This design comes from an exercise in tuning for small area, a short achievable clock period and few clock cycles on the open sky130 flow, not from production work. No functional check of the RTL was part of any run shown here. No activity file was given, so power comes from the tool's default toggle rates.

## flow/design.v (module list and top-level ports; edited modules follow where they fit)
// module barker_xcorr: 909 lines
// module fa: 10 lines
// module ha: 9 lines
module barker_xcorr (
    input  wire               clk,
    input  wire               rst,           
    input  wire [3:0]         cfg_hdr,       
    input  wire [1:0]         cfg_mod,       
    input  wire [17:0]        cfg_trig,      
    input  wire [15:0]        cfg_hitcap,    
    input  wire               in_valid,
    output reg                in_ready,
    input  wire               in_last,
    input  wire signed [7:0]  in_re,
    input  wire signed [7:0]  in_im,
    output reg                hr_valid,
    output wire [16:0]        hr_idx,
    output reg  signed [17:0] hr_val,
    output reg                hi_valid,
    output wire [16:0]        hi_idx,
    output reg  signed [17:0] hi_val,
    output reg                done,
    output wire [15:0]        nhr,
    output wire [15:0]        nhi,
    output wire               hitovf,
    output reg                desync
);
  // ...
==> flow/flow/run.sh <==
#!/bin/bash
# Standard ORFS layout (standard synthesis) with: port buffers of buf_2;
# a clock tree of larger clusters without dummy loads; repair_timing aiming
# for extra setup slack so that the achieved period is short.
set -euo pipefail
bash standard.sh SETUP_SLACK_MARGIN=16.5 'BUFFER_PORTS_ARGS=-buffer_cell sky130_fd_sc_hd__buf_2' \
  'CTS_ARGS=-sink_clustering_enable -repair_clock_nets -sink_clustering_size 30 -sink_clustering_max_diameter 300 -sink_clustering_levels 2 -buf_list sky130_fd_sc_hd__clkbuf_16 -sink_buffer_max_cap_derate 1.0 -dont_use_dummy_load' \
  finish > standard_flow.log 2>&1
==> flow/standard.sh <==
#!/bin/bash
# synth_recipe.tcl (not shown) runs the flow's synth.tcl, then flattens the netlist and writes it again
# the make line also repeats each setting of config.mk as NAME=value (left out here)
make -C /OpenROAD-flow-scripts/flow DESIGN_CONFIG=/design/flow/config.mk WORK_HOME=/design/flow/orfs CLKGATE_MAP_FILE= SYNTH_SCRIPT=/design/flow/synth_recipe.tcl "${@:-finish}"
==> flow/config.mk <==
export PLATFORM = sky130hd
export DESIGN_NAME = barker_xcorr
export DESIGN_NICKNAME = barker_xcorr
export VERILOG_FILES = /design/flow/design.v
export SDC_FILE = /design/flow/constraint.sdc
export NUM_CORES = 4
export LEC_CHECK = 0
export CAP_MARGIN = 20
export CORE_MARGIN = 2
export CORE_UTILIZATION = 60
export SLEW_MARGIN = 20
export SYNTH_HIERARCHICAL = 1
==> flow/constraint.sdc <==
create_clock -name core_clock -period 22.0 [get_ports {clk}]
set_input_delay 4.4000 -clock core_clock [delete_from_list [all_inputs] [get_ports {clk}]]
set_output_delay 4.4000 -clock core_clock [all_outputs]
set_load 0.01 [all_outputs]
==> impl_metrics.ini, run 1 <==
[finish]
syn2layout_area_growth_pct = 10.0
fin_nets = 2359
multi_input_cells = 1190
fin_util_pct = 67.3
fin_area_sq_um = 22700

[grt]
antenna_found_initial = 0
grt.met3_usage_pct = 2.15

[logic_synthesis]
ys_top_cells_by_count = dfxtp_1 (399), fa_1 (208), ha_1 (193)
synth_edf_count = 2
synth_nets = 2211
synth_top_family_by_area = adder cells
synth_top_area_share_pct = 38.8
synth_area_per_cell_sq_um = 11.8

[clock_tree]
cts_tree = done
clockBufferDepth = 3
cts_root_buf = clkbuf_16
clk_latency_ns = 0.53

[critical_path]
cp.depth = 1
r2r_start = z_last[3]
critPathCapture = nhi[4]
critPathLaunch = cnt_i[4]
crit_type = flop to output pin

[placed_design]
post_dp_cell_area_sq_um = 21800

[run_status]
outcome = timing/DRC/antenna clean

[floorplan]
num_io_pins = 168
die_width_um = 189

[routing]
ant_nets = 0
route.detailed.drc = 0
met3_length_um = 1170

[power]
total_power_mw = 2.51

[timing]
period_minus_slack_ns = 5.45
hold_ws_ns = 0.295

[hold_path]
hold_path.class = flop to flop
==> run 2: changes to the inputs <==
--- a/flow/design.v
+++ b/flow/design.v
@@ -512,318 +512,288 @@
             first2 <= 1'b0;
         end else begin
             v2     <= v1;
             fin2   <= v1 & fin1;
             first2 <= first1;
         end
     end
     wire [16:0] c_re, c_im;
-    wire cre_1, cre_2, cre_3, cre_4, cre_5, cre_6, cre_7, cre_8, cre_9, cre_10, cre_11, cre_12, cre_13, cre_14, cre_15, cre_16, cre_17, cre_18, cre_19, cre_20, cre_21, cre_22, cre_23, cre_24, cre_25, cre_26, cre_27, cre_28, cre_29, cre_30, cre_31, cre_32, cre_33, cre_34, cre_35, cre_36, cre_37, cre_38, cre_39, cre_40, cre_41, cre_42, cre_43, cre_44, cre_45, cre_46, cre_47, cre_48, cre_49, cre_50, cre_51, cre_52, cre_53, cre_54, cre_55, cre_56, cre_57, cre_58, cre_59, cre_60, cre_61, cre_62, cre_63, cre_64, cre_65, cre_66, cre_67, cre_68, cre_69, cre_70, cre_71, cre_72, cre_73, cre_74, cre_75, cre_76, cre_77, cre_78, cre_79, cre_80, cre_81, cre_82, cre_83, cre_84, cre_85, cre_86, cre_87, cre_88, cre_89, cre_90, cre_91, cre_92, cre_93, cre_94, cre_95, cre_96, cre_97, cre_98, cre_99, cre_100, cre_101, cre_102, cre_103, cre_104, cre_105, cre_106, cre_107, cre_108, cre_109, cre_110, cre_111, cre_112, cre_113, cre_114, cre_115, cre_116, cre_117, cre_118, cre_119, cre_120, cre_121, cre_122, cre_123, cre_124, cre_125, cre_126, cre_127, cre_128, cre_129, cre_130, cre_131, cre_132, cre_133, cre_134, cre_135, cre_136, cre_137, cre_138, cre_139, cre_140, cre_141, cre_142, cre_143, cre_144, cre_145, cre_146, cre_147, cre_148, cre_149, cre_150, cre_151, cre_152, cre_153, cre_154, cre_155, cre_156, cre_157, cre_158, cre_159, cre_160, cre_161, cre_162, cre_163, cre_164, cre_165, cre_166, cre_167, cre_168, cre_169, cre_170, cre_171, cre_172, cre_173, cre_174, cre_175, cre_176, cre_177, cre_178, cre_179, cre_180, cre_181, cre_182;
+    wire cre_1, cre_2, cre_3, cre_4, cre_5, cre_6, cre_7, cre_8, cre_9, cre_10, cre_11, cre_12, cre_13, cre_14, cre_15, cre_16, cre_17, cre_18, cre_19, cre_20, cre_21, cre_22, cre_23, cre_24, cre_25, cre_26, cre_27, cre_28, cre_29, cre_30, cre_31, cre_32, cre_33, cre_34, cre_35, cre_36, cre_37, cre_38, cre_39, cre_40, cre_41, cre_42, cre_43, cre_44, cre_45, cre_46, cre_47, cre_48, cre_49, cre_50, cre_51, cre_52, cre_53, cre_54, cre_55, cre_56, cre_57, cre_58, cre_59, cre_60, cre_61, cre_62, cre_63, cre_64, cre_65, cre_66, cre_67, cre_68, cre_69, cre_70, cre_71, cre_72, cre_73, cre_74, cre_75, cre_76, cre_77, cre_78, cre_79, cre_80, cre_81, cre_82, cre_83, cre_84, cre_85, cre_86, cre_87, cre_88, cre_89, cre_90, cre_91, cre_92, cre_93, cre_94, cre_95, cre_96, cre_97, cre_98, cre_99, cre_100, cre_101, cre_102, cre_103, cre_104, cre_105, cre_106, cre_107, cre_108, cre_109, cre_110, cre_111, cre_112, cre_113, cre_114, cre_115, cre_116, cre_117, cre_118, cre_119, cre_120, cre_121, cre_122, cre_123, cre_124, cre_125, cre_126, cre_127, cre_128, cre_129, cre_130, cre_131, cre_132, cre_133, cre_134, cre_135, cre_136, cre_137, cre_138, cre_139, cre_140, cre_141, cre_142, cre_143, cre_144, cre_145, cre_146, cre_147, cre_148, cre_149, cre_150, cre_151, cre_152, cre_153, cre_154, cre_155, cre_156, cre_157, cre_158, cre_159, cre_160, cre_161, cre_162, cre_163, cre_164, cre_165, cre_166, cre_167;
     assign cre_1 = ~mod0;
-    assign cre_2 = ~mod0 | s_re[0];
-    assign cre_3 = s_re[0] ^ ~mod0;
-    assign cre_4 = mod0 & s_re[1];
-    assign cre_5 = s_re[1] ^ ~mod0;
-    assign cre_6 = mod0 & s_re[2];
-    assign cre_7 = mod0 & s_re[0];
-    assign cre_8 = s_re[2] ^ ~mod0;
-    assign cre_9 = mod0 & s_re[3];
-    assign cre_10 = mod0 & s_re[1];
-    assign cre_11 = s_re[3] ^ ~mod0;
-    assign cre_12 = mod0 & s_re[4];
-    assign cre_13 = mod0 ? s_re[2] : s_re[0];
-    assign cre_14 = s_re[4] ^ ~mod0;
-    assign cre_15 = mod0 & s_re[5];
-    assign cre_16 = mod0 ? s_re[3] : s_re[1];
-    assign cre_17 = s_re[5] ^ ~mod0;
-    assign cre_18 = mod0 & s_re[6];
-    assign cre_19 = mod0 ? s_re[4] : s_re[2];
-    assign cre_20 = s_re[6] ^ ~mod0;
-    assign cre_21 = mod0 & s_re[7];
-    assign cre_22 = mod0 ? s_re[5] : s_re[3];
-    assign cre_23 = s_re[7] ^ ~mod0;
-    assign cre_24 = mod0 & s_re[8];
-    assign cre_25 = mod0 ? s_re[6] : s_re[4];
-    assign cre_26 = s_re[8] ^ ~mod0;
-    assign cre_27 = mod0 & s_re[9];
-    assign cre_28 = mod0 ? s_re[7] : s_re[5];
-    assign cre_29 = s_re[9] ^ ~mod0;
-    assign cre_30 = mod0 & s_re[10];
-    assign cre_31 = mod0 ? s_re[8] : s_re[6];
-    assign cre_32 = s_re[10] ^ ~mod0;
-    assign cre_33 = mod0 & s_re[11];
-    assign cre_34 = mod0 ? s_re[9] : s_re[7];
-    assign cre_35 = s_re[11] ^ ~mod0;
-    assign cre_36 = mod0 & s_re[11];
-    assign cre_37 = mod0 ? s_re[10] : s_re[8];
-    assign cre_38 = s_re[11] ^ ~mod0;
-    assign cre_39 = mod0 & s_re[11];
-    assign cre_40 = mod0 ? s_re[11] : s_re[9];
-    assign cre_41 = s_re[11] ^ ~mod0;
-    assign cre_42 = mod0 & s_re[11];
-    assign cre_43 = mod0 ? s_re[11] : s_re[10];
-    assign cre_44 = s_re[11] ^ ~mod0;
-    assign cre_45 = mod0 & s_re[11];
-    assign cre_46 = mod0 ? s_re[11] : s_re[11];
-    assign cre_47 = s_re[11] ^ ~mod0;
-    assign cre_48 = mod0 & s_re[11];
-    ha u_cre_49 (.a(cre_1), .b(cre_2), .s(cre_49), .co(cre_50));
-    ha u_cre_51 (.a(cre_3), .b(cre_4), .s(cre_51), .co(cre_52));
-    ha u_cre_53 (.a(cre_5), .b(cre_6), .s(cre_53), .co(cre_54));
-    fa u_cre_55 (.a(cre_7), .b(cre_8), .c(cre_9), .s(cre_55), .co(cre_56));
-    fa u_cre_57 (.a(cre_10), .b(cre_11), .c(cre_12), .s(cre_57), .co(cre_58));
-    fa u_cre_59 (.a(cre_13), .b(cre_14), .c(cre_15), .s(cre_59), .co(cre_60));
-    fa u_cre_61 (.a(cre_16), .b(cre_17), .c(cre_18), .s(cre_61), .co(cre_62));
-    fa u_cre_63 (.a(cre_19), .b(cre_20), .c(cre_21), .s(cre_63), .co(cre_64));
-    fa u_cre_65 (.a(cre_22), .b(cre_23), .c(cre_24), .s(cre_65), .co(cre_66));
-    fa u_cre_67 (.a(cre_25), .b(cre_26), .c(cre_27), .s(cre_67), .co(cre_68));
-    fa u_cre_69 (.a(cre_28), .b(cre_29), .c(cre_30), .s(cre_69), .co(cre_70));
-    fa u_cre_71 (.a(cre_31), .b(cre_32), .c(cre_33), .s(cre_71), .co(cre_72));
-    fa u_cre_73 (.a(cre_34), .b(cre_35), .c(cre_36), .s(cre_73), .co(cre_74));
-    fa u_cre_75 (.a(cre_37), .b(cre_38), .c(cre_39), .s(cre_75), .co(cre_76));
-    fa u_cre_77 (.a(cre_40), .b(cre_41), .c(cre_42), .s(cre_77), .co(cre_78));
-    fa u_cre_79 (.a(cre_43), .b(cre_44), .c(cre_45), .s(cre_79), .co(cre_80));
-    fa u_cre_81 (.a(cre_46), .b(cre_47), .c(cre_48), .s(cre_81), .co(cre_82));
-    ha u_cre_83 (.a(cre_51), .b(cre_50), .s(cre_83), .co(cre_84));
-    ha u_cre_85 (.a(cre_53), .b(cre_52), .s(cre_85), .co(cre_86));
-    ha u_cre_87 (.a(cre_55), .b(cre_54), .s(cre_87), .co(cre_88));
-    ha u_cre_89 (.a(cre_57), .b(cre_56), .s(cre_89), .co(cre_90));
-    ha u_cre_91 (.a(cre_59), .b(cre_58), .s(cre_91), .co(cre_92));
-    ha u_cre_93 (.a(cre_61), .b(cre_60), .s(cre_93), .co(cre_94));
-    ha u_cre_95 (.a(cre_63), .b(cre_62), .s(cre_95), .co(cre_96));
-    ha u_cre_97 (.a(cre_65), .b(cre_64), .s(cre_97), .co(cre_98));
-    ha u_cre_99 (.a(cre_67), .b(cre_66), .s(cre_99), .co(cre_100));
-    ha u_cre_101 (.a(cre_69), .b(cre_68), .s(cre_101), .co(cre_102));
-    ha u_cre_103 (.a(cre_71), .b(cre_70), .s(cre_103), .co(cre_104));
-    ha u_cre_105 (.a(cre_73), .b(cre_72), .s(cre_105), .co(cre_106));
-    ha u_cre_107 (.a(cre_75), .b(cre_74), .s(cre_107), .co(cre_108));
-    ha u_cre_109 (.a(cre_77), .b(cre_76), .s(cre_109), .co(cre_110));
-    ha u_cre_111 (.a(cre_79), .b(cre_78), .s(cre_111), .co(cre_112));
-    ha u_cre_113 (.a(cre_81), .b(cre_80), .s(cre_113), .co(cre_114));
-    assign cre_115 = cre_83 & cre_49;
-    assign cre_116 = cre_88 | (cre_87 & cre_86);
-    assign cre_117 = cre_87 & cre_85;
-    assign cre_118 = cre_92 | (cre_91 & cre_90);
-    assign cre_119 = cre_91 & cre_89;
-    assign cre_120 = cre_96 | (cre_95 & cre_94);
-    assign cre_121 = cre_95 & cre_93;
-    assign cre_122 = cre_100 | (cre_99 & cre_98);
-    assign cre_123 = cre_99 & cre_97;
-    assign cre_124 = cre_104 | (cre_103 & cre_102);
-    assign cre_125 = cre_103 & cre_101;
-    assign cre_126 = cre_108 | (cre_107 & cre_106);
-    assign cre_127 = cre_107 & cre_105;
-    assign cre_128 = cre_112 | (cre_111 & cre_110);
-    assign cre_129 = cre_111 & cre_109;
-    assign cre_130 = cre_116 | (cre_117 & cre_84);
-    assign cre_131 = cre_117 & cre_115;
-    assign cre_132 = cre_120 | (cre_121 & cre_118);
-    assign cre_133 = cre_121 & cre_119;
-    assign cre_134 = cre_124 | (cre_125 & cre_122);
-    assign cre_135 = cre_125 & cre_123;
-    assign cre_136 = cre_128 | (cre_129 & cre_126);
-    assign cre_137 = cre_129 & cre_127;
-    assign cre_138 = cre_132 | (cre_133 & cre_130);
-    assign cre_139 = cre_133 & cre_131;
-    assign cre_140 = cre_136 | (cre_137 & cre_134);
-    assign cre_141 = cre_137 & cre_135;
-    assign cre_142 = cre_140 | (cre_141 & cre_138);
-    assign cre_143 = cre_141 & cre_139;
-    assign cre_144 = cre_134 | (cre_135 & cre_138);
-    assign cre_145 = cre_135 & cre_139;
-    assign cre_146 = cre_118 | (cre_119 & cre_130);
-    assign cre_147 = cre_119 & cre_131;
-    assign cre_148 = cre_122 | (cre_123 & cre_138);
-    assign cre_149 = cre_123 & cre_139;
-    assign cre_150 = cre_126 | (cre_127 & cre_144);
-    assign cre_151 = cre_127 & cre_145;
-    assign cre_152 = cre_86 | (cre_85 & cre_84);
-    assign cre_153 = cre_85 & cre_115;
-    assign cre_154 = cre_90 | (cre_89 & cre_130);
-    assign cre_155 = cre_89 & cre_131;
-    assign cre_156 = cre_94 | (cre_93 & cre_146);
-    assign cre_157 = cre_93 & cre_147;
-    assign cre_158 = cre_98 | (cre_97 & cre_138);
-    assign cre_159 = cre_97 & cre_139;
-    assign cre_160 = cre_102 | (cre_101 & cre_148);
-    assign cre_161 = cre_101 & cre_149;
-    assign cre_162 = cre_106 | (cre_105 & cre_144);
-    assign cre_163 = cre_105 & cre_145;
-    assign cre_164 = cre_110 | (cre_109 & cre_150);
-    assign cre_165 = cre_109 & cre_151;
-    assign cre_166 = cre_114 | (cre_113 & cre_142);
-    assign cre_167 = cre_113 & cre_143;
-    assign cre_168 = cre_85 ^ cre_84;
-    assign cre_169 = cre_87 ^ cre_152;
-    assign cre_170 = cre_89 ^ cre_130;
-    assign cre_171 = cre_91 ^ cre_154;
-    assign cre_172 = cre_93 ^ cre_146;
-    assign cre_173 = cre_95 ^ cre_156;
-    assign cre_174 = cre_97 ^ cre_138;
-    assign cre_175 = cre_99 ^ cre_158;
-    assign cre_176 = cre_101 ^ cre_148;
-    assign cre_177 = cre_103 ^ cre_160;
-    assign cre_178 = cre_105 ^ cre_144;
-    assign cre_179 = cre_107 ^ cre_162;
-    assign cre_180 = cre_109 ^ cre_150;
-    assign cre_181 = cre_111 ^ cre_164;
-    assign cre_182 = cre_113 ^ cre_142;
-    assign c_re = {cre_182, cre_181, cre_180, cre_179, cre_178, cre_177, cre_176, cre_175, cre_174, cre_173, cre_172, cre_171, cre_170, cre_169, cre_168, cre_83, cre_49};
-    wire cim_1, cim_2, cim_3, cim_4, cim_5, cim_6, cim_7, cim_8, cim_9, cim_10, cim_11, cim_12, cim_13, cim_14, cim_15, cim_16, cim_17, cim_18, cim_19, cim_20, cim_21, cim_22, cim_23, cim_24, cim_25, cim_26, cim_27, cim_28, cim_29, cim_30, cim_31, cim_32, cim_33, cim_34, cim_35, cim_36, cim_37, cim_38, cim_39, cim_40, cim_41, cim_42, cim_43, cim_44, cim_45, cim_46, cim_47, cim_48, cim_49, cim_50, cim_51, cim_52, cim_53, cim_54, cim_55, cim_56, cim_57, cim_58, cim_59, cim_60, cim_61, cim_62, cim_63, cim_64, cim_65, cim_66, cim_67, cim_68, cim_69, cim_70, cim_71, cim_72, cim_73, cim_74, cim_75, cim_76, cim_77, cim_78, cim_79, cim_80, cim_81, cim_82, cim_83, cim_84, cim_85, cim_86, cim_87, cim_88, cim_89, cim_90, cim_91, cim_92, cim_93, cim_94, cim_95, cim_96, cim_97, cim_98, cim_99, cim_100, cim_101, cim_102, cim_103, cim_104, cim_105, cim_106, cim_107, cim_108, cim_109, cim_110, cim_111, cim_112, cim_113, cim_114, cim_115, cim_116, cim_117, cim_118, cim_119, cim_120, cim_121, cim_122, cim_123, cim_124, cim_125, cim_126, cim_127, cim_128, cim_129, cim_130, cim_131, cim_132, cim_133, cim_134, cim_135, cim_136, cim_137, cim_138, cim_139, cim_140, cim_141, cim_142, cim_143, cim_144, cim_145, cim_146, cim_147, cim_148, cim_149, cim_150, cim_151, cim_152, cim_153, cim_154, cim_155, cim_156, cim_157, cim_158, cim_159, cim_160, cim_161, cim_162, cim_163, cim_164, cim_165, cim_166, cim_167, cim_168, cim_169, cim_170, cim_171, cim_172, cim_173, cim_174, cim_175, cim_176, cim_177, cim_178, cim_179, cim_180, cim_181, cim_182;
+    assign cre_2 = ~(mod0 & s_re[0]);
+    assign cre_3 = ~(mod0 ? s_re[1] : s_re[0]);
+    assign cre_4 = mod0 & ~s_re[0];
+    assign cre_5 = ~(mod0 ? s_re[2] : s_re[1]);
+    assign cre_6 = mod0 & ~s_re[1];
+    assign cre_7 = ~(mod0 ? s_re[3] : s_re[2]);
+    assign cre_8 = mod0 ? ~s_re[2] : s_re[0];
+    assign cre_9 = ~(mod0 ? s_re[4] : s_re[3]);
+    assign cre_10 = mod0 ? ~s_re[3] : s_re[1];
+    assign cre_11 = ~(mod0 ? s_re[5] : s_re[4]);
+    assign cre_12 = mod0 ? ~s_re[4] : s_re[2];
+    assign cre_13 = ~(mod0 ? s_re[6] : s_re[5]);
+    assign cre_14 = mod0 ? ~s_re[5] : s_re[3];
+    assign cre_15 = ~(mod0 ? s_re[7] : s_re[6]);
+    assign cre_16 = mod0 ? ~s_re[6] : s_re[4];
+    assign cre_17 = ~(mod0 ? s_re[8] : s_re[7]);
+    assign cre_18 = mod0 ? ~s_re[7] : s_re[5];
+    assign cre_19 = ~(mod0 ? s_re[9] : s_re[8]);
+    assign cre_20 = mod0 ? ~s_re[8] : s_re[6];
+    assign cre_21 = ~(mod0 ? s_re[10] : s_re[9]);
+    assign cre_22 = mod0 ? ~s_re[9] : s_re[7];
+    assign cre_23 = ~(mod0 ? s_re[11] : s_re[10]);
+    assign cre_24 = mod0 ? ~s_re[10] : s_re[8];
+    assign cre_25 = ~(mod0 ? s_re[11] : s_re[11]);
+    assign cre_26 = mod0 ? ~s_re[11] : s_re[9];
+    assign cre_27 = ~(mod0 ? s_re[11] : s_re[11]);
+    assign cre_28 = mod0 ? ~s_re[11] : s_re[10];
+    assign cre_29 = ~(mod0 ? s_re[11] : s_re[11]);
+    assign cre_30 = mod0 ? ~s_re[11] : s_re[11];
+    assign cre_31 = ~(mod0 ? s_re[11] : s_re[11]);
+    assign cre_32 = mod0 ? ~s_re[11] : s_re[11];
+    assign cre_33 = ~(mod0 ? s_re[11] : s_re[11]);
+    fa u_cre_34 (.a(cre_1), .b(mod0), .c(cre_2), .s(cre_34), .co(cre_35));
+    fa u_cre_36 (.a(mod0), .b(mod0), .c(cre_3), .s(cre_36), .co(cre_37));
+    ha u_cre_38 (.a(cre_4), .b(cre_5), .s(cre_38), .co(cre_39));
+    ha u_cre_40 (.a(cre_6), .b(cre_7), .s(cre_40), .co(cre_41));
+    fa u_cre_42 (.a(s_re[0]), .b(cre_8), .c(cre_9), .s(cre_42), .co(cre_43));
+    fa u_cre_44 (.a(s_re[1]), .b(cre_10), .c(cre_11), .s(cre_44), .co(cre_45));
+    fa u_cre_46 (.a(s_re[2]), .b(cre_12), .c(cre_13), .s(cre_46), .co(cre_47));
+    fa u_cre_48 (.a(s_re[3]), .b(cre_14), .c(cre_15), .s(cre_48), .co(cre_49));
+    fa u_cre_50 (.a(s_re[4]), .b(cre_16), .c(cre_17), .s(cre_50), .co(cre_51));
+    fa u_cre_52 (.a(s_re[5]), .b(cre_18), .c(cre_19), .s(cre_52), .co(cre_53));
+    fa u_cre_54 (.a(s_re[6]), .b(cre_20), .c(cre_21), .s(cre_54), .co(cre_55));
+    fa u_cre_56 (.a(s_re[7]), .b(cre_22), .c(cre_23), .s(cre_56), .co(cre_57));
+    fa u_cre_58 (.a(s_re[8]), .b(cre_24), .c(cre_25), .s(cre_58), .co(cre_59));
+    fa u_cre_60 (.a(s_re[9]), .b(cre_26), .c(cre_27), .s(cre_60), .co(cre_61));
+    fa u_cre_62 (.a(s_re[10]), .b(cre_28), .c(cre_29), .s(cre_62), .co(cre_63));
+    fa u_cre_64 (.a(s_re[11]), .b(cre_30), .c(cre_31), .s(cre_64), .co(cre_65));
+    fa u_cre_66 (.a(s_re[11]), .b(cre_32), .c(cre_33), .s(cre_66), .co(cre_67));
+    ha u_cre_68 (.a(cre_36), .b(cre_35), .s(cre_68), .co(cre_69));
+    ha u_cre_70 (.a(cre_38), .b(cre_37), .s(cre_70), .co(cre_71));
+    ha u_cre_72 (.a(cre_40), .b(cre_39), .s(cre_72), .co(cre_73));
+    ha u_cre_74 (.a(cre_42), .b(cre_41), .s(cre_74), .co(cre_75));
+    ha u_cre_76 (.a(cre_44), .b(cre_43), .s(cre_76), .co(cre_77));
+    ha u_cre_78 (.a(cre_46), .b(cre_45), .s(cre_78), .co(cre_79));
+    ha u_cre_80 (.a(cre_48), .b(cre_47), .s(cre_80), .co(cre_81));
+    ha u_cre_82 (.a(cre_50), .b(cre_49), .s(cre_82), .co(cre_83));
+    ha u_cre_84 (.a(cre_52), .b(cre_51), .s(cre_84), .co(cre_85));
+    ha u_cre_86 (.a(cre_54), .b(cre_53), .s(cre_86), .co(cre_87));
+    ha u_cre_88 (.a(cre_56), .b(cre_55), .s(cre_88), .co(cre_89));
+    ha u_cre_90 (.a(cre_58), .b(cre_57), .s(cre_90), .co(cre_91));
+    ha u_cre_92 (.a(cre_60), .b(cre_59), .s(cre_92), .co(cre_93));
+    ha u_cre_94 (.a(cre_62), .b(cre_61), .s(cre_94), .co(cre_95));
+    ha u_cre_96 (.a(cre_64), .b(cre_63), .s(cre_96), .co(cre_97));
+    ha u_cre_98 (.a(cre_66), .b(cre_65), .s(cre_98), .co(cre_99));
+    assign cre_100 = cre_68 & cre_34;
+    assign cre_101 = cre_73 | (cre_72 & cre_71);
+    assign cre_102 = cre_72 & cre_70;
+    assign cre_103 = cre_77 | (cre_76 & cre_75);
+    assign cre_104 = cre_76 & cre_74;
+    assign cre_105 = cre_81 | (cre_80 & cre_79);
+    assign cre_106 = cre_80 & cre_78;
+    assign cre_107 = cre_85 | (cre_84 & cre_83);
+    assign cre_108 = cre_84 & cre_82;
+    assign cre_109 = cre_89 | (cre_88 & cre_87);
+    assign cre_110 = cre_88 & cre_86;
+    assign cre_111 = cre_93 | (cre_92 & cre_91);
+    assign cre_112 = cre_92 & cre_90;
+    assign cre_113 = cre_97 | (cre_96 & cre_95);
+    assign cre_114 = cre_96 & cre_94;
+    assign cre_115 = cre_101 | (cre_102 & cre_69);
+    assign cre_116 = cre_102 & cre_100;
+    assign cre_117 = cre_105 | (cre_106 & cre_103);
+    assign cre_118 = cre_106 & cre_104;
+    assign cre_119 = cre_109 | (cre_110 & cre_107);
+    assign cre_120 = cre_110 & cre_108;
+    assign cre_121 = cre_113 | (cre_114 & cre_111);
+    assign cre_122 = cre_114 & cre_112;
+    assign cre_123 = cre_117 | (cre_118 & cre_115);
+    assign cre_124 = cre_118 & cre_116;
+    assign cre_125 = cre_121 | (cre_122 & cre_119);
+    assign cre_126 = cre_122 & cre_120;
+    assign cre_127 = cre_125 | (cre_126 & cre_123);
+    assign cre_128 = cre_126 & cre_124;
+    assign cre_129 = cre_119 | (cre_120 & cre_123);
+    assign cre_130 = cre_120 & cre_124;
+    assign cre_131 = cre_103 | (cre_104 & cre_115);
+    assign cre_132 = cre_104 & cre_116;
+    assign cre_133 = cre_107 | (cre_108 & cre_123);
+    assign cre_134 = cre_108 & cre_124;
+    assign cre_135 = cre_111 | (cre_112 & cre_129);
+    assign cre_136 = cre_112 & cre_130;
+    assign cre_137 = cre_71 | (cre_70 & cre_69);
+    assign cre_138 = cre_70 & cre_100;
+    assign cre_139 = cre_75 | (cre_74 & cre_115);
+    assign cre_140 = cre_74 & cre_116;
+    assign cre_141 = cre_79 | (cre_78 & cre_131);
+    assign cre_142 = cre_78 & cre_132;
+    assign cre_143 = cre_83 | (cre_82 & cre_123);
+    assign cre_144 = cre_82 & cre_124;
+    assign cre_145 = cre_87 | (cre_86 & cre_133);
+    assign cre_146 = cre_86 & cre_134;
+    assign cre_147 = cre_91 | (cre_90 & cre_129);
+    assign cre_148 = cre_90 & cre_130;
+    assign cre_149 = cre_95 | (cre_94 & cre_135);
+    assign cre_150 = cre_94 & cre_136;
+    assign cre_151 = cre_99 | (cre_98 & cre_127);
+    assign cre_152 = cre_98 & cre_128;
+    assign cre_153 = cre_70 ^ cre_69;
+    assign cre_154 = cre_72 ^ cre_137;
+    assign cre_155 = cre_74 ^ cre_115;
+    assign cre_156 = cre_76 ^ cre_139;
+    assign cre_157 = cre_78 ^ cre_131;
+    assign cre_158 = cre_80 ^ cre_141;
+    assign cre_159 = cre_82 ^ cre_123;
+    assign cre_160 = cre_84 ^ cre_143;
+    assign cre_161 = cre_86 ^ cre_133;
+    assign cre_162 = cre_88 ^ cre_145;
+    assign cre_163 = cre_90 ^ cre_129;
+    assign cre_164 = cre_92 ^ cre_147;
+    assign cre_165 = cre_94 ^ cre_135;
+    assign cre_166 = cre_96 ^ cre_149;
+    assign cre_167 = cre_98 ^ cre_127;
+    assign c_re = {cre_167, cre_166, cre_165, cre_164, cre_163, cre_162, cre_161, cre_160, cre_159, cre_158, cre_157, cre_156, cre_155, cre_154, cre_153, cre_68, cre_34};
+    wire cim_1, cim_2, cim_3, cim_4, cim_5, cim_6, cim_7, cim_8, cim_9, cim_10, cim_11, cim_12, cim_13, cim_14, cim_15, cim_16, cim_17, cim_18, cim_19, cim_20, cim_21, cim_22, cim_23, cim_24, cim_25, cim_26, cim_27, cim_28, cim_29, cim_30, cim_31, cim_32, cim_33, cim_34, cim_35, cim_36, cim_37, cim_38, cim_39, cim_40, cim_41, cim_42, cim_43, cim_44, cim_45, cim_46, cim_47, cim_48, cim_49, cim_50, cim_51, cim_52, cim_53, cim_54, cim_55, cim_56, cim_57, cim_58, cim_59, cim_60, cim_61, cim_62, cim_63, cim_64, cim_65, cim_66, cim_67, cim_68, cim_69, cim_70, cim_71, cim_72, cim_73, cim_74, cim_75, cim_76, cim_77, cim_78, cim_79, cim_80, cim_81, cim_82, cim_83, cim_84, cim_85, cim_86, cim_87, cim_88, cim_89, cim_90, cim_91, cim_92, cim_93, cim_94, cim_95, cim_96, cim_97, cim_98, cim_99, cim_100, cim_101, cim_102, cim_103, cim_104, cim_105, cim_106, cim_107, cim_108, cim_109, cim_110, cim_111, cim_112, cim_113, cim_114, cim_115, cim_116, cim_117, cim_118, cim_119, cim_120, cim_121, cim_122, cim_123, cim_124, cim_125, cim_126, cim_127, cim_128, cim_129, cim_130, cim_131, cim_132, cim_133, cim_134, cim_135, cim_136, cim_137, cim_138, cim_139, cim_140, cim_141, cim_142, cim_143, cim_144, cim_145, cim_146, cim_147, cim_148, cim_149, cim_150, cim_151, cim_152, cim_153, cim_154, cim_155, cim_156, cim_157, cim_158, cim_159, cim_160, cim_161, cim_162, cim_163, cim_164, cim_165, cim_166, cim_167;
     assign cim_1 = ~mod0;
-    assign cim_2 = ~mod0 | s_im[0];
-    assign cim_3 = s_im[0] ^ ~mod0;
-    assign cim_4 = mod0 & s_im[1];
-    assign cim_5 = s_im[1] ^ ~mod0;
-    assign cim_6 = mod0 & s_im[2];
-    assign cim_7 = mod0 & s_im[0];
-    assign cim_8 = s_im[2] ^ ~mod0;
-    assign cim_9 = mod0 & s_im[3];
-    assign cim_10 = mod0 & s_im[1];
-    assign cim_11 = s_im[3] ^ ~mod0;
-    assign cim_12 = mod0 & s_im[4];
-    assign cim_13 = mod0 ? s_im[2] : s_im[0];
-    assign cim_14 = s_im[4] ^ ~mod0;
-    assign cim_15 = mod0 & s_im[5];
-    assign cim_16 = mod0 ? s_im[3] : s_im[1];
-    assign cim_17 = s_im[5] ^ ~mod0;
-    assign cim_18 = mod0 & s_im[6];
-    assign cim_19 = mod0 ? s_im[4] : s_im[2];
-    assign cim_20 = s_im[6] ^ ~mod0;
-    assign cim_21 = mod0 & s_im[7];
-    assign cim_22 = mod0 ? s_im[5] : s_im[3];
-    assign cim_23 = s_im[7] ^ ~mod0;
-    assign cim_24 = mod0 & s_im[8];
-    assign cim_25 = mod0 ? s_im[6] : s_im[4];
-    assign cim_26 = s_im[8] ^ ~mod0;
-    assign cim_27 = mod0 & s_im[9];
-    assign cim_28 = mod0 ? s_im[7] : s_im[5];
-    assign cim_29 = s_im[9] ^ ~mod0;
-    assign cim_30 = mod0 & s_im[10];
-    assign cim_31 = mod0 ? s_im[8] : s_im[6];
-    assign cim_32 = s_im[10] ^ ~mod0;
-    assign cim_33 = mod0 & s_im[11];
-    assign cim_34 = mod0 ? s_im[9] : s_im[7];
-    assign cim_35 = s_im[11] ^ ~mod0;
-    assign cim_36 = mod0 & s_im[11];
-    assign cim_37 = mod0 ? s_im[10] : s_im[8];
-    assign cim_38 = s_im[11] ^ ~mod0;
-    assign cim_39 = mod0 & s_im[11];
-    assign cim_40 = mod0 ? s_im[11] : s_im[9];
-    assign cim_41 = s_im[11] ^ ~mod0;
-    assign cim_42 = mod0 & s_im[11];
-    assign cim_43 = mod0 ? s_im[11] : s_im[10];
-    assign cim_44 = s_im[11] ^ ~mod0;
-    assign cim_45 = mod0 & s_im[11];
-    assign cim_46 = mod0 ? s_im[11] : s_im[11];
-    assign cim_47 = s_im[11] ^ ~mod0;
-    assign cim_48 = mod0 & s_im[11];
-    ha u_cim_49 (.a(cim_1), .b(cim_2), .s(cim_49), .co(cim_50));
-    ha u_cim_51 (.a(cim_3), .b(cim_4), .s(cim_51), .co(cim_52));
-    ha u_cim_53 (.a(cim_5), .b(cim_6), .s(cim_53), .co(cim_54));
-    fa u_cim_55 (.a(cim_7), .b(cim_8), .c(cim_9), .s(cim_55), .co(cim_56));
-    fa u_cim_57 (.a(cim_10), .b(cim_11), .c(cim_12), .s(cim_57), .co(cim_58));
-    fa u_cim_59 (.a(cim_13), .b(cim_14), .c(cim_15), .s(cim_59), .co(cim_60));
-    fa u_cim_61 (.a(cim_16), .b(cim_17), .c(cim_18), .s(cim_61), .co(cim_62));
-    fa u_cim_63 (.a(cim_19), .b(cim_20), .c(cim_21), .s(cim_63), .co(cim_64));
-    fa u_cim_65 (.a(cim_22), .b(cim_23), .c(cim_24), .s(cim_65), .co(cim_66));
-    fa u_cim_67 (.a(cim_25), .b(cim_26), .c(cim_27), .s(cim_67), .co(cim_68));
-    fa u_cim_69 (.a(cim_28), .b(cim_29), .c(cim_30), .s(cim_69), .co(cim_70));
-    fa u_cim_71 (.a(cim_31), .b(cim_32), .c(cim_33), .s(cim_71), .co(cim_72));
-    fa u_cim_73 (.a(cim_34), .b(cim_35), .c(cim_36), .s(cim_73), .co(cim_74));
-    fa u_cim_75 (.a(cim_37), .b(cim_38), .c(cim_39), .s(cim_75), .co(cim_76));
-    fa u_cim_77 (.a(cim_40), .b(cim_41), .c(cim_42), .s(cim_77), .co(cim_78));
-    fa u_cim_79 (.a(cim_43), .b(cim_44), .c(cim_45), .s(cim_79), .co(cim_80));
-    fa u_cim_81 (.a(cim_46), .b(cim_47), .c(cim_48), .s(cim_81), .co(cim_82));
-    ha u_cim_83 (.a(cim_51), .b(cim_50), .s(cim_83), .co(cim_84));
-    ha u_cim_85 (.a(cim_53), .b(cim_52), .s(cim_85), .co(cim_86));
-    ha u_cim_87 (.a(cim_55), .b(cim_54), .s(cim_87), .co(cim_88));
-    ha u_cim_89 (.a(cim_57), .b(cim_56), .s(cim_89), .co(cim_90));
-    ha u_cim_91 (.a(cim_59), .b(cim_58), .s(cim_91), .co(cim_92));
-    ha u_cim_93 (.a(cim_61), .b(cim_60), .s(cim_93), .co(cim_94));
-    ha u_cim_95 (.a(cim_63), .b(cim_62), .s(cim_95), .co(cim_96));
-    ha u_cim_97 (.a(cim_65), .b(cim_64), .s(cim_97), .co(cim_98));
-    ha u_cim_99 (.a(cim_67), .b(cim_66), .s(cim_99), .co(cim_100));
-    ha u_cim_101 (.a(cim_69), .b(cim_68), .s(cim_101), .co(cim_102));
-    ha u_cim_103 (.a(cim_71), .b(cim_70), .s(cim_103), .co(cim_104));
-    ha u_cim_105 (.a(cim_73), .b(cim_72), .s(cim_105), .co(cim_106));
-    ha u_cim_107 (.a(cim_75), .b(cim_74), .s(cim_107), .co(cim_108));
-    ha u_cim_109 (.a(cim_77), .b(cim_76), .s(cim_109), .co(cim_110));
-    ha u_cim_111 (.a(cim_79), .b(cim_78), .s(cim_111), .co(cim_112));
-    ha u_cim_113 (.a(cim_81), .b(cim_80), .s(cim_113), .co(cim_114));
-    assign cim_115 = cim_83 & cim_49;
-    assign cim_116 = cim_88 | (cim_87 & cim_86);
-    assign cim_117 = cim_87 & cim_85;
-    assign cim_118 = cim_92 | (cim_91 & cim_90);
-    assign cim_119 = cim_91 & cim_89;
-    assign cim_120 = cim_96 | (cim_95 & cim_94);
-    assign cim_121 = cim_95 & cim_93;
-    assign cim_122 = cim_100 | (cim_99 & cim_98);
-    assign cim_123 = cim_99 & cim_97;
-    assign cim_124 = cim_104 | (cim_103 & cim_102);
-    assign cim_125 = cim_103 & cim_101;
-    assign cim_126 = cim_108 | (cim_107 & cim_106);
-    assign cim_127 = cim_107 & cim_105;
-    assign cim_128 = cim_112 | (cim_111 & cim_110);
-    assign cim_129 = cim_111 & cim_109;
-    assign cim_130 = cim_116 | (cim_117 & cim_84);
-    assign cim_131 = cim_117 & cim_115;
-    assign cim_132 = cim_120 | (cim_121 & cim_118);
-    assign cim_133 = cim_121 & cim_119;
-    assign cim_134 = cim_124 | (cim_125 & cim_122);
-    assign cim_135 = cim_125 & cim_123;
-    assign cim_136 = cim_128 | (cim_129 & cim_126);
-    assign cim_137 = cim_129 & cim_127;
-    assign cim_138 = cim_132 | (cim_133 & cim_130);
-    assign cim_139 = cim_133 & cim_131;
-    assign cim_140 = cim_136 | (cim_137 & cim_134);
-    assign cim_141 = cim_137 & cim_135;
-    assign cim_142 = cim_140 | (cim_141 & cim_138);
-    assign cim_143 = cim_141 & cim_139;
-    assign cim_144 = cim_134 | (cim_135 & cim_138);
-    assign cim_145 = cim_135 & cim_139;
-    assign cim_146 = cim_118 | (cim_119 & cim_130);
-    assign cim_147 = cim_119 & cim_131;
-    assign cim_148 = cim_122 | (cim_123 & cim_138);
-    assign cim_149 = cim_123 & cim_139;
-    assign cim_150 = cim_126 | (cim_127 & cim_144);
-    assign cim_151 = cim_127 & cim_145;
-    assign cim_152 = cim_86 | (cim_85 & cim_84);
-    assign cim_153 = cim_85 & cim_115;
-    assign cim_154 = cim_90 | (cim_89 & cim_130);
-    assign cim_155 = cim_89 & cim_131;
-    assign cim_156 = cim_94 | (cim_93 & cim_146);
-    assign cim_157 = cim_93 & cim_147;
-    assign cim_158 = cim_98 | (cim_97 & cim_138);
-    assign cim_159 = cim_97 & cim_139;
-    assign cim_160 = cim_102 | (cim_101 & cim_148);
-    assign cim_161 = cim_101 & cim_149;
-    assign cim_162 = cim_106 | (cim_105 & cim_144);
-    assign cim_163 = cim_105 & cim_145;
-    assign cim_164 = cim_110 | (cim_109 & cim_150);
-    assign cim_165 = cim_109 & cim_151;
-    assign cim_166 = cim_114 | (cim_113 & cim_142);
-    assign cim_167 = cim_113 & cim_143;
-    assign cim_168 = cim_85 ^ cim_84;
-    assign cim_169 = cim_87 ^ cim_152;
-    assign cim_170 = cim_89 ^ cim_130;
-    assign cim_171 = cim_91 ^ cim_154;
-    assign cim_172 = cim_93 ^ cim_146;
-    assign cim_173 = cim_95 ^ cim_156;
-    assign cim_174 = cim_97 ^ cim_138;
-    assign cim_175 = cim_99 ^ cim_158;
-    assign cim_176 = cim_101 ^ cim_148;
-    assign cim_177 = cim_103 ^ cim_160;
-    assign cim_178 = cim_105 ^ cim_144;
-    assign cim_179 = cim_107 ^ cim_162;
-    assign cim_180 = cim_109 ^ cim_150;
-    assign cim_181 = cim_111 ^ cim_164;
-    assign cim_182 = cim_113 ^ cim_142;
-    assign c_im = {cim_182, cim_181, cim_180, cim_179, cim_178, cim_177, cim_176, cim_175, cim_174, cim_173, cim_172, cim_171, cim_170, cim_169, cim_168, cim_83, cim_49};
+    assign cim_2 = ~(mod0 & s_im[0]);
+    assign cim_3 = ~(mod0 ? s_im[1] : s_im[0]);
+    assign cim_4 = mod0 & ~s_im[0];
+    assign cim_5 = ~(mod0 ? s_im[2] : s_im[1]);
+    assign cim_6 = mod0 & ~s_im[1];
+    assign cim_7 = ~(mod0 ? s_im[3] : s_im[2]);
+    assign cim_8 = mod0 ? ~s_im[2] : s_im[0];
+    assign cim_9 = ~(mod0 ? s_im[4] : s_im[3]);
+    assign cim_10 = mod0 ? ~s_im[3] : s_im[1];
+    assign cim_11 = ~(mod0 ? s_im[5] : s_im[4]);
+    assign cim_12 = mod0 ? ~s_im[4] : s_im[2];
+    assign cim_13 = ~(mod0 ? s_im[6] : s_im[5]);
+    assign cim_14 = mod0 ? ~s_im[5] : s_im[3];
+    assign cim_15 = ~(mod0 ? s_im[7] : s_im[6]);
+    assign cim_16 = mod0 ? ~s_im[6] : s_im[4];
+    assign cim_17 = ~(mod0 ? s_im[8] : s_im[7]);
+    assign cim_18 = mod0 ? ~s_im[7] : s_im[5];
+    assign cim_19 = ~(mod0 ? s_im[9] : s_im[8]);
+    assign cim_20 = mod0 ? ~s_im[8] : s_im[6];
+    assign cim_21 = ~(mod0 ? s_im[10] : s_im[9]);
+    assign cim_22 = mod0 ? ~s_im[9] : s_im[7];
+    assign cim_23 = ~(mod0 ? s_im[11] : s_im[10]);
+    assign cim_24 = mod0 ? ~s_im[10] : s_im[8];
+    assign cim_25 = ~(mod0 ? s_im[11] : s_im[11]);
+    assign cim_26 = mod0 ? ~s_im[11] : s_im[9];
+    assign cim_27 = ~(mod0 ? s_im[11] : s_im[11]);
+    assign cim_28 = mod0 ? ~s_im[11] : s_im[10];
+    assign cim_29 = ~(mod0 ? s_im[11] : s_im[11]);
+    assign cim_30 = mod0 ? ~s_im[11] : s_im[11];
+    assign cim_31 = ~(mod0 ? s_im[11] : s_im[11]);
+    assign cim_32 = mod0 ? ~s_im[11] : s_im[11];
+    assign cim_33 = ~(mod0 ? s_im[11] : s_im[11]);
+    fa u_cim_34 (.a(cim_1), .b(mod0), .c(cim_2), .s(cim_34), .co(cim_35));
+    fa u_cim_36 (.a(mod0), .b(mod0), .c(cim_3), .s(cim_36), .co(cim_37));
+    ha u_cim_38 (.a(cim_4), .b(cim_5), .s(cim_38), .co(cim_39));
+    ha u_cim_40 (.a(cim_6), .b(cim_7), .s(cim_40), .co(cim_41));
+    fa u_cim_42 (.a(s_im[0]), .b(cim_8), .c(cim_9), .s(cim_42), .co(cim_43));
+    fa u_cim_44 (.a(s_im[1]), .b(cim_10), .c(cim_11), .s(cim_44), .co(cim_45));
+    fa u_cim_46 (.a(s_im[2]), .b(cim_12), .c(cim_13), .s(cim_46), .co(cim_47));
+    fa u_cim_48 (.a(s_im[3]), .b(cim_14), .c(cim_15), .s(cim_48), .co(cim_49));
+    fa u_cim_50 (.a(s_im[4]), .b(cim_16), .c(cim_17), .s(cim_50), .co(cim_51));
+    fa u_cim_52 (.a(s_im[5]), .b(cim_18), .c(cim_19), .s(cim_52), .co(cim_53));
+    fa u_cim_54 (.a(s_im[6]), .b(cim_20), .c(cim_21), .s(cim_54), .co(cim_55));
+    fa u_cim_56 (.a(s_im[7]), .b(cim_22), .c(cim_23), .s(cim_56), .co(cim_57));
+    fa u_cim_58 (.a(s_im[8]), .b(cim_24), .c(cim_25), .s(cim_58), .co(cim_59));
+    fa u_cim_60 (.a(s_im[9]), .b(cim_26), .c(cim_27), .s(cim_60), .co(cim_61));
+    fa u_cim_62 (.a(s_im[10]), .b(cim_28), .c(cim_29), .s(cim_62), .co(cim_63));
+    fa u_cim_64 (.a(s_im[11]), .b(cim_30), .c(cim_31), .s(cim_64), .co(cim_65));
+    fa u_cim_66 (.a(s_im[11]), .b(cim_32), .c(cim_33), .s(cim_66), .co(cim_67));
+    ha u_cim_68 (.a(cim_36), .b(cim_35), .s(cim_68), .co(cim_69));
+    ha u_cim_70 (.a(cim_38), .b(cim_37), .s(cim_70), .co(cim_71));
+    ha u_cim_72 (.a(cim_40), .b(cim_39), .s(cim_72), .co(cim_73));
+    ha u_cim_74 (.a(cim_42), .b(cim_41), .s(cim_74), .co(cim_75));
+    ha u_cim_76 (.a(cim_44), .b(cim_43), .s(cim_76), .co(cim_77));
+    ha u_cim_78 (.a(cim_46), .b(cim_45), .s(cim_78), .co(cim_79));
+    ha u_cim_80 (.a(cim_48), .b(cim_47), .s(cim_80), .co(cim_81));
+    ha u_cim_82 (.a(cim_50), .b(cim_49), .s(cim_82), .co(cim_83));
+    ha u_cim_84 (.a(cim_52), .b(cim_51), .s(cim_84), .co(cim_85));
+    ha u_cim_86 (.a(cim_54), .b(cim_53), .s(cim_86), .co(cim_87));
+    ha u_cim_88 (.a(cim_56), .b(cim_55), .s(cim_88), .co(cim_89));
+    ha u_cim_90 (.a(cim_58), .b(cim_57), .s(cim_90), .co(cim_91));
+    ha u_cim_92 (.a(cim_60), .b(cim_59), .s(cim_92), .co(cim_93));
+    ha u_cim_94 (.a(cim_62), .b(cim_61), .s(cim_94), .co(cim_95));
+    ha u_cim_96 (.a(cim_64), .b(cim_63), .s(cim_96), .co(cim_97));
+    ha u_cim_98 (.a(cim_66), .b(cim_65), .s(cim_98), .co(cim_99));
+    assign cim_100 = cim_68 & cim_34;
+    assign cim_101 = cim_73 | (cim_72 & cim_71);
+    assign cim_102 = cim_72 & cim_70;
+    assign cim_103 = cim_77 | (cim_76 & cim_75);
+    assign cim_104 = cim_76 & cim_74;
+    assign cim_105 = cim_81 | (cim_80 & cim_79);
+    assign cim_106 = cim_80 & cim_78;
+    assign cim_107 = cim_85 | (cim_84 & cim_83);
+    assign cim_108 = cim_84 & cim_82;
+    assign cim_109 = cim_89 | (cim_88 & cim_87);
+    assign cim_110 = cim_88 & cim_86;
+    assign cim_111 = cim_93 | (cim_92 & cim_91);
+    assign cim_112 = cim_92 & cim_90;
+    assign cim_113 = cim_97 | (cim_96 & cim_95);
+    assign cim_114 = cim_96 & cim_94;
+    assign cim_115 = cim_101 | (cim_102 & cim_69);
+    assign cim_116 = cim_102 & cim_100;
+    assign cim_117 = cim_105 | (cim_106 & cim_103);
+    assign cim_118 = cim_106 & cim_104;
+    assign cim_119 = cim_109 | (cim_110 & cim_107);
+    assign cim_120 = cim_110 & cim_108;
+    assign cim_121 = cim_113 | (cim_114 & cim_111);
+    assign cim_122 = cim_114 & cim_112;
+    assign cim_123 = cim_117 | (cim_118 & cim_115);
+    assign cim_124 = cim_118 & cim_116;
+    assign cim_125 = cim_121 | (cim_122 & cim_119);
+    assign cim_126 = cim_122 & cim_120;
+    assign cim_127 = cim_125 | (cim_126 & cim_123);
+    assign cim_128 = cim_126 & cim_124;
+    assign cim_129 = cim_119 | (cim_120 & cim_123);
+    assign cim_130 = cim_120 & cim_124;
+    assign cim_131 = cim_103 | (cim_104 & cim_115);
+    assign cim_132 = cim_104 & cim_116;
+    assign cim_133 = cim_107 | (cim_108 & cim_123);
+    assign cim_134 = cim_108 & cim_124;
+    assign cim_135 = cim_111 | (cim_112 & cim_129);
+    assign cim_136 = cim_112 & cim_130;
+    assign cim_137 = cim_71 | (cim_70 & cim_69);
+    assign cim_138 = cim_70 & cim_100;
+    assign cim_139 = cim_75 | (cim_74 & cim_115);
+    assign cim_140 = cim_74 & cim_116;
+    assign cim_141 = cim_79 | (cim_78 & cim_131);
+    assign cim_142 = cim_78 & cim_132;
+    assign cim_143 = cim_83 | (cim_82 & cim_123);
+    assign cim_144 = cim_82 & cim_124;
+    assign cim_145 = cim_87 | (cim_86 & cim_133);
+    assign cim_146 = cim_86 & cim_134;
+    assign cim_147 = cim_91 | (cim_90 & cim_129);
+    assign cim_148 = cim_90 & cim_130;
+    assign cim_149 = cim_95 | (cim_94 & cim_135);
+    assign cim_150 = cim_94 & cim_136;
+    assign cim_151 = cim_99 | (cim_98 & cim_127);
+    assign cim_152 = cim_98 & cim_128;
+    assign cim_153 = cim_70 ^ cim_69;
+    assign cim_154 = cim_72 ^ cim_137;
+    assign cim_155 = cim_74 ^ cim_115;
+    assign cim_156 = cim_76 ^ cim_139;
+    assign cim_157 = cim_78 ^ cim_131;
+    assign cim_158 = cim_80 ^ cim_141;
+    assign cim_159 = cim_82 ^ cim_123;
+    assign cim_160 = cim_84 ^ cim_143;
+    assign cim_161 = cim_86 ^ cim_133;
+    assign cim_162 = cim_88 ^ cim_145;
+    assign cim_163 = cim_90 ^ cim_129;
+    assign cim_164 = cim_92 ^ cim_147;
+    assign cim_165 = cim_94 ^ cim_135;
+    assign cim_166 = cim_96 ^ cim_149;
+    assign cim_167 = cim_98 ^ cim_127;
+    assign c_im = {cim_167, cim_166, cim_165, cim_164, cim_163, cim_162, cim_161, cim_160, cim_159, cim_158, cim_157, cim_156, cim_155, cim_154, cim_153, cim_68, cim_34};
     function hit;
         input [15:0] c;
         input sgn;
         input [15:0] tm;
         reg [16:0] d;
         begin
             d = {1'b0, c ^ {16{sgn}}} + {1'b0, ~tm} + {16'd0, sgn};
             hit = d[16];
==> impl_metrics.ini, run 2 <==
[clock_tree]
hold_buffers = 0
clk_latency_ns = 0.54
cts_root_buf = clkbuf_16
htree_levels = 1
cts_inserted_buffers = 17
clockBufferDepth = 3
cts_sinks = 401
clkTransAtPathRegs_ns = 0.11
cts_tree = done

[routing]
route.detailed.drc = 0
vias_per_cell = 5.13
vias = 12000
drt-total-wl_um = 38600
drt_iter0_markers = 457
drt_pre_antenna_iters = 4
ant_nets = 0
wl_per_cell_um = 16.5

[hold_path]
hold_path.class = flop to flop

[floorplan]
die-area_sq_um = 35400
num_io_pins = 168
rows = 67
die_width_um = 188
die_y_um = 188
core_area_sq_um = 33400
start_util_pct = 60.9

[finish]
drive_gt1_share_pct = 13.7
layout_common_cells = dfxtp_1 (390), fa_1 (209), ha_1 (165)
layout_commonest_cell = dfxtp_1
syn2layout_area_growth_pct = 10.0
fin_nets = 2328
largestRegisters = rim (104), rre (104)
diodes = 0

[grt]
grt_overflow_total = 0
grt_pass1_wl_um = 61900
antenna_found_initial = 0
track_usage_pct = 21.9
grt_start_max_net_pins = 78
grt_pass1_vias = 12300

[logic_synthesis]
ys_ff_latch = 401
ys_top_cells_by_count = dfxtp_1 (399), fa_1 (210), ha_1 (165)
syn_inst = 1747
ys.flop_type = dfxtp_1
ys_async_sr_fraction_pct = 0
yosysWarnings = 11
yosys.area.top_type = dfxtp_1
synth.most_common_cell = dfxtp_1
synth_edf_count = 2
synth.area.top_cells = dfxtp_1 (39%), fa_1 (21%), ha_1 (10%), xor2_1 (5.9%), xnor2_1 (4.3%)
synth_area_per_cell_sq_um = 11.7
synth_nets = 2182
ys_seq_area_share_pct = 39.5
synthesis.area_sq_um = 20400
synthDistinctLibCells = 61
synth_top_area_share_pct = 39.2

[run_status]
outcome = timing/DRC/antenna clean

[critical_path]
slowest_delay_ns = 0.52
cpMostUsedCell = or4_4
arrival_ns = 6.02
cp_max_fo = 3
crit_chain = buf_6 -> or4_4 -> or4_4 -> nor2_4 -> nand2_2 -> buf_4 -> xnor2_2
end_kind = flop
cp.required_ns = 22.41
cpMaxStageDelayCell = or4_4
crit_path_start_kind = primary input
crit_type = primary input to flop

[power]
power_leakage_nw = 10.4
p_per_area_nw_per_um2 = 120
peakVddDrop_v = 0.0000762

[timing]
setup_viol = 0
tns_ns = 0
fin_ws_ns = 16.39
rsz0062_at_grt = true
finalCritPeriodShare_pct = 25.5
slew_headroom_pct = 40.8
tightest_slew_ns = 0.888
slew_viol_final = 0
fmax_mhz = 178
fin_skew_ns = 0.0487
period_minus_slack_ns = 5.61
hold_viol_final = 0

[job]
cap_violations = 0

[placed_design]
placement.io_buffers = 165
hpwl_um = 28900
gp_congestion = 0.858
post-place-ws_ns = 15.83
-- run 2: final cells by class --
cell class / instances / area, sq um
multi-input combinational: 1211 / 11900
fill: 2638 / 11100
sequential: 401 / 8070
timing repair buffer: 198 / 1200
tap: 448 / 561
clock buffer: 17 / 425
inverter: 64 / 244
-- run 2: critical path: cells and delay by family --
kind	cells	cell delay (ns)
buffers and inverters	2	0.25
XOR/XNOR	1	0.12
AND/OR/NAND/NOR	4	1.24
-- run 2: logic make-up (layout without fill, tap and decap cells) --
kind of cell	count (synthesis)	after routing	synth area share, %
AO/OA/AOI/OAI	140	140	4.40
XOR/XNOR	240	240	10.5
adder cells (fa/ha/maj)	375	375	30.8
buffers and inverters	135	279	2.85
flip-flops	401	401	39.5
multiplexers	22	22	1.08
AND/OR/NAND/NOR	434	434	10.8
-- run 2: power by group --
part	switching (mW)	leakage, nW	internal [mW]
Clock	0.217	0.209	0.140
Sequential	0.0874	3.28	0.841
Combinational	0.738	6.93	0.668
-- run 2: repair_timing --
item	CTS	global route
setup buffers	15	7
endpoints found under the setup margin	17	22
pin swaps	5	12
gates cloned	1	1
resized for setup	25	31
hold endpoints to repair	0	0
-- run 2: worst paths after layout --
check	endpoint	from	slack, ns	cells after the start
setup / recovery	trig_m1[10]	cfg_trig[5]	16.39	7
setup reg to reg	s_im[10]	z_last[1]	16.70	18
hold reg to reg	rim[12][4]	rim[11][4]	0.29	0
hold / removal	rim[12][4]	rim[11][4]	0.29	0
-- run 2: per-module statistics from Yosys (local to each module, per instance) --
module	cells	times used
barker_xcorr	1446	1
fa	1	208
ha	1	93
-- run 2: per-stage QoR --
| stage | instances | power [mW] | utilization (%) | hold WS, ns | instance area, sq um |
|---|---|---|---|---|---|
| 3_5_place_dp | 2298 | 2.31 | 64.3 | 0.329 | 21500 |
| 2_1_floorplan | 1747 | 1.97 | - | 0.324 | 20400 |
| 4_1_cts | 2331 | 2.69 | 66.3 | 0.292 | 22200 |
| 6_report | 2339 | 2.69 | 66.9 | 0.287 | 22400 |
| 5_1_grt | 2339 | 2.95 | 66.9 | 0.310 | 22400 |
| 3_3_place_gp | 2298 | 2.27 | 64.3 | 0.325 | 21500 |
-- run 2: per-layer routing --
metal / GRT usage, % / routed length [um] / vias to the layer above
li1: - / - / 5946
met1: 30.6 / 18300 / 5827
met2: 36.8 / 18200 / 179
met3: 2.27 / 1260 / 40
met4: 5.30 / 865 / 0
met5: 0 / 0 / -

## port drivers added, routing unchanged
How much do the figures lean on ideal ports? The routed layouts below were timed once more, with nothing changed but the port constraints.
Step 1 sets driving cells, clkbuf_16 on the clock port and buf_2 on the other inputs (assumed; they add their load-dependent delay and slew).
Step 2 times the ports against the registers' clock, not the clock port: input delays grow and output delays shrink by t, the midpoint of the rising clock arrivals with the driver on.
Three values: no drivers, after step 1, after step 2; two values: the first two.
run	shift t [ns]	slack for setup (ns)	worst setup path after step 2	slew at the worst register clock pin (ns)	worst data-port slew with drivers (ns)
run 1	0.562	16.551 / 16.496 / 16.107	input to register	0.12 / 0.12	0.06
run 2	0.571	16.391 / 16.413 / 15.842	input to register	0.12 / 0.12	0.06
After both steps every run listed still meets setup and hold. The setup slack of run 2, which loses most, moves by +0.022 ns with the drivers and by -0.549 ns with both steps.
